This is an optimization exercise on Yosys and OpenROAD, whose aim is small area, a short achievable clock period and few clock cycles per item, not a production implementation. Function was checked by simulation only, so behaviour that the tests miss may differ from the original.

==> job 6364 <==
Design crsf_core, start of the top module:
module crsf_core (
    input  wire        clk,
    input  wire        rst,         
    input  wire        in_valid,
    output wire        in_ready,
    input  wire [1:0]  in_kind,     
    input  wire        in_we,       
    input  wire [11:0] in_off,      
    input  wire [31:0] in_data,     
    output reg         rsp_valid,
    output reg  [31:0] rsp_data
);
Settings: LEC_CHECK=0, CAP_MARGIN=25, CORE_MARGIN=2, CORE_UTILIZATION=30, PLACE_DENSITY=0.4, SLEW_MARGIN=30; clock period 130.0 ns.
standard.sh (not shown) runs the stock make flow with config.mk's settings and CLKGATE_MAP_FILE= SYNTH_SCRIPT=/design/flow/synth_recipe.tcl, a recipe that flattens the netlist after the stock synthesis.
==> flow/flow/run.sh <==
#!/bin/bash
set -euo pipefail
export BUFFER_PORTS_ARGS="-buffer_cell sky130_fd_sc_hd__buf_2"
export CTS_ARGS="-sink_clustering_enable -repair_clock_nets -dont_use_dummy_load -sink_clustering_size 22 -sink_clustering_max_diameter 120"
bash standard.sh > standard_flow.log 2>&1
==> job 3170 (differences from job 6364) <==
--- a/flow/design.v
+++ b/flow/design.v
@@ -249,23 +249,20 @@
     integer gq;
     always @* begin
         grp = 32'd0;
         for (gq = 0; gq < 15; gq = gq + 1)
             grp = grp | (tx_pay_t[32*gq +: 32] & {32{gsel == gq}});
     end
     wire [1:0]  nmod  = tx_len[1:0];                 
     wire        glast = crc_rem == 4'd1 && nmod != 2'd0;
-    wire [7:0]  crc_u1 = crc_step(crc_run ? tx_crc : rx_crc, crc_run ? grp[7:0] : rx_d);
-    wire [7:0]  crc_u2 = crc_step(crc_run ? crc_u1 : is_send ? 8'h00 : crc_acc,
-                                  crc_run ? grp[15:8] : is_send ? pl_type : arg_a);
     reg  [7:0]  crc_fold;
     always @* begin
-        crc_fold = crc_u1;
-        if (!glast || nmod > 2'd1) crc_fold = crc_u2;
+        crc_fold = crc_step(tx_crc, grp[7:0]);
+        if (!glast || nmod > 2'd1) crc_fold = crc_step(crc_fold, grp[15:8]);
         if (!glast || nmod > 2'd2) crc_fold = crc_step(crc_fold, grp[23:16]);
         if (!glast)                crc_fold = crc_step(crc_fold, grp[31:24]);
     end
     always @* begin
         crc_rem_d = crc_rem;
         if (rq)
             crc_rem_d = 4'd0;
         else if (c_send)
@@ -371,17 +368,17 @@
         end else begin
             if (sv && !faulted && flt) begin
                 faulted    <= 1'b1;
                 fault_code <= flt_code;
                 fault_info <= flt_info;
             end
             if (c_init)  en <= 1'b1;
             if (c_clear) crc_acc <= 8'h00;
-            if (c_feed)  crc_acc <= crc_u2;
+            if (c_feed)  crc_acc <= crc_step(crc_acc, arg_a);
             if (c_latch_ch)   sh_ch_nz   <= st_ch_valid;
             if (c_latch_link) sh_link_nz <= st_link_valid;
             if (ch_commit)   st_ch_valid   <= 1'b1;
             if (link_commit) st_link_valid <= 1'b1;
             if (rx_go && rx_k == 2'b10)
                 rx_dead <= 1'b1;
             if (rx_byte) begin
                 case (rx_state)
@@ -436,32 +433,32 @@
     end
     integer i;
     always @(posedge clk) begin
         if (rx_byte && rx_state == S_SEEK)
             rx_dea <= rx_d == 8'hEA;
         if (rx_byte && rx_state == S_LEN)
             rx_crc <= 8'h00;
         if (rx_byte && rx_state == S_BODY && !rx_last)
-            rx_crc <= crc_u1;
+            rx_crc <= crc_step(rx_crc, rx_d);
         if (rx_byte && rx_state == S_BODY && rx_cnt == 6'd0) begin
             rx_t16 <= rx_d == 8'h16;
             rx_t14 <= rx_d == 8'h14;
         end
         if (rx_byte && rx_state == S_BODY && rx_cnt != 6'd0 && rx_cnt <= 6'd22)
             rx_buf <= {rx_d, rx_buf[175:8]};
         if (ch_commit)    st_ch   <= rx_buf;
         if (link_commit)  st_link <= rx_buf[175:96];
         if (c_latch_ch)   sh_ch   <= st_ch;
         if (c_latch_link) sh_link <= st_link;
         if (c_send) begin
             tx_pay  <= pl_src;
             tx_dea  <= arg_a == 8'hEA;
             tx_type <= pl_type;
-            tx_crc  <= crc_u2;
+            tx_crc  <= crc_step(8'h00, pl_type);
             crc_g   <= 4'd0;
         end else if (crc_run) begin
             tx_crc  <= crc_fold;
             crc_g   <= crc_g + 4'd1;
         end
     end
     always @(posedge clk) begin
         for (i = 0; i < 16; i = i + 1)
Settings changed: CAP_MARGIN 25 to 30, SLEW_MARGIN 30 to 40.
==> impl_metrics.py <==
metrics = {
    "run_status": {
        "outcome": "timing/DRC/antenna clean",
    },
    "finish": {
        "nClkBuffers": 125,
        "instances_no_fill": 10590,
        "signal_buffers": 469,
    },
    "logic_synthesis": {
        "synth.area.top_cells": "edfxtp_1 71%, dfxtp_1 3.7%, a22oi_1 2.6%",
    },
    "grt": {
        "met3_usage_pct": 10.47,
    },
    "drt": {
        "first_pass_iters": 7,
    },
}
The numbers above come from job 3170.

==> impl_metrics.py <==
metrics = {
    "logic_synthesis": {
        "synth.area.top_cells": "edfxtp_1 71%, dfxtp_1 3.7%, a22oi_1 2.6%",
    },
    "grt": {
        "met3_usage_pct": 10.43,
    },
    "drt": {
        "first_pass_iters": 11,
    },
    "finish": {
        "instances_no_fill": 10530,
        "signal_buffers": 471,
    },
    "run_status": {
        "outcome": "timing/DRC/antenna clean",
    },
}
The numbers above come from job 6364.

Testbench counts of job 6364, summed over its fixed seeds: cycles 146,582, steps 144,856.
Testbench counts of job 3170, summed over its fixed seeds: cycles 146,582, steps 144,856.

---

==> 09-26 <==
crsf_core again, from the RTL that the note above started with.
export LEC_CHECK = 0
export CAP_MARGIN = 25
export CORE_MARGIN = 2
export CORE_UTILIZATION = 30
export PLACE_DENSITY = 0.4
export SLEW_MARGIN = 30
create_clock -name core_clock -period 130.0 [get_ports {clk}]
==> flow/flow/run.sh <==
#!/bin/bash
set -euo pipefail
export BUFFER_PORTS_ARGS="-buffer_cell sky130_fd_sc_hd__buf_2"
export CTS_ARGS="-sink_clustering_enable -repair_clock_nets -dont_use_dummy_load -sink_clustering_size 22 -sink_clustering_max_diameter 120 -distance_between_buffers 300"
bash standard.sh > standard_flow.log 2>&1
==> 10-27 (differences from 09-26) <==
--- a/flow/design.v
+++ b/flow/design.v
@@ -251,19 +251,16 @@
         grp = 32'd0;
         for (gq = 0; gq < 15; gq = gq + 1)
             grp = grp | (tx_pay_t[32*gq +: 32] & {32{gsel == gq}});
     end
     wire [1:0]  nmod  = tx_len[1:0];                 
     wire        glast = crc_rem == 4'd1 && nmod != 2'd0;
-    wire [7:0]  crc_u1 = crc_step(crc_run ? tx_crc : rx_crc, crc_run ? grp[7:0] : rx_d);
-    wire [7:0]  crc_u2 = crc_step(crc_run ? crc_u1 : is_send ? 8'h00 : crc_acc,
-                                  crc_run ? grp[15:8] : is_send ? pl_type : arg_a);
     reg  [7:0]  crc_fold;
     always @* begin
-        crc_fold = crc_u1;
-        if (!glast || nmod > 2'd1) crc_fold = crc_u2;
+        crc_fold = crc_step(tx_crc, grp[7:0]);
+        if (!glast || nmod > 2'd1) crc_fold = crc_step(crc_fold, grp[15:8]);
         if (!glast || nmod > 2'd2) crc_fold = crc_step(crc_fold, grp[23:16]);
         if (!glast)                crc_fold = crc_step(crc_fold, grp[31:24]);
     end
     always @* begin
         crc_rem_d = crc_rem;
         if (rq)
@@ -373,13 +370,13 @@
                 faulted    <= 1'b1;
                 fault_code <= flt_code;
                 fault_info <= flt_info;
             end
             if (c_init)  en <= 1'b1;
             if (c_clear) crc_acc <= 8'h00;
-            if (c_feed)  crc_acc <= crc_u2;
+            if (c_feed)  crc_acc <= crc_step(crc_acc, arg_a);
             if (c_latch_ch)   sh_ch_nz   <= st_ch_valid;
             if (c_latch_link) sh_link_nz <= st_link_valid;
             if (ch_commit)   st_ch_valid   <= 1'b1;
             if (link_commit) st_link_valid <= 1'b1;
             if (rx_go && rx_k == 2'b10)
                 rx_dead <= 1'b1;
@@ -438,13 +435,13 @@
     always @(posedge clk) begin
         if (rx_byte && rx_state == S_SEEK)
             rx_dea <= rx_d == 8'hEA;
         if (rx_byte && rx_state == S_LEN)
             rx_crc <= 8'h00;
         if (rx_byte && rx_state == S_BODY && !rx_last)
-            rx_crc <= crc_u1;
+            rx_crc <= crc_step(rx_crc, rx_d);
         if (rx_byte && rx_state == S_BODY && rx_cnt == 6'd0) begin
             rx_t16 <= rx_d == 8'h16;
             rx_t14 <= rx_d == 8'h14;
         end
         if (rx_byte && rx_state == S_BODY && rx_cnt != 6'd0 && rx_cnt <= 6'd22)
             rx_buf <= {rx_d, rx_buf[175:8]};
@@ -453,13 +450,13 @@
         if (c_latch_ch)   sh_ch   <= st_ch;
         if (c_latch_link) sh_link <= st_link;
         if (c_send) begin
             tx_pay  <= pl_src;
             tx_dea  <= arg_a == 8'hEA;
             tx_type <= pl_type;
-            tx_crc  <= crc_u2;
+            tx_crc  <= crc_step(8'h00, pl_type);
             crc_g   <= 4'd0;
         end else if (crc_run) begin
             tx_crc  <= crc_fold;
             crc_g   <= crc_g + 4'd1;
         end
     end
==> flow/flow/run.sh (replaced) <==
#!/bin/bash
set -euo pipefail
export BUFFER_PORTS_ARGS="-buffer_cell sky130_fd_sc_hd__buf_2"
export CTS_ARGS="-sink_clustering_enable -repair_clock_nets -dont_use_dummy_load -sink_clustering_size 22 -sink_clustering_max_diameter 120"
bash standard.sh > standard_flow.log 2>&1
CAP_MARGIN = 30   (was 25)
CORE_UTILIZATION = 45   (was 30)
PLACE_DENSITY = 0.55   (was 0.4)
SLEW_MARGIN = 40   (was 30)
==> summary of the runs <==
10-27 completed with no timing, DRC or antenna violations. 09-26 completed with no timing, DRC or antenna violations.
Clock-buffer cell count: 09-26 is higher than 10-27 (2).
Of 10-27 and 09-26, 09-26 has the higher die area (gap 33%, measured against 09-26).
Non-clock buffer count: 09-26 is higher than 10-27 (11).
Utilization: 09-26 is lower than 10-27 (16 points).
Testbench counts of 09-26, summed over its fixed seeds: cycles 146,582, steps 144,856.
Testbench counts of 10-27, summed over its fixed seeds: cycles 146,582, steps 144,856.

==> static timing again, ports no longer ideal <==
The flow's constraints put no driver on any port. The routed layouts listed below were extracted and timed again, unchanged, in two steps.
Step 1: set_driving_cell puts a clkbuf_16 on clk and a buf_2 on each other input, an assumption about the parent block.
Step 2 times the ports against the registers' clock, not the clock port: input delays grow and output delays shrink by t, the midpoint of the rising clock arrivals with the driver on.
Slacks: no drivers / after step 1 / after step 2; pairs: no drivers / after step 1.
| run | shift t [ns] | setup WS [ns] | hold WS [ns] | worst setup path after step 2 |
|---|---|---|---|---|
| job 6364 | 0.910 | 102.680 / 102.579 / 102.064 | 0.336 / 0.336 / 0.336 | input to register |
| job 3170 | 1.001 | 102.596 / 102.499 / 102.189 | 0.412 / 0.412 / 0.412 | input to register |
| 09-26 | 0.964 | 102.644 / 102.525 / 101.987 | 0.341 / 0.341 / 0.341 | input to register |
| 10-27 | 0.941 | 102.562 / 102.455 / 102.135 | 0.416 / 0.416 / 0.416 | input to register |
After both steps every run listed still meets setup and hold. The setup slack of 09-26, which loses most, moves by -0.119 ns with the drivers and by -0.657 ns with both steps.
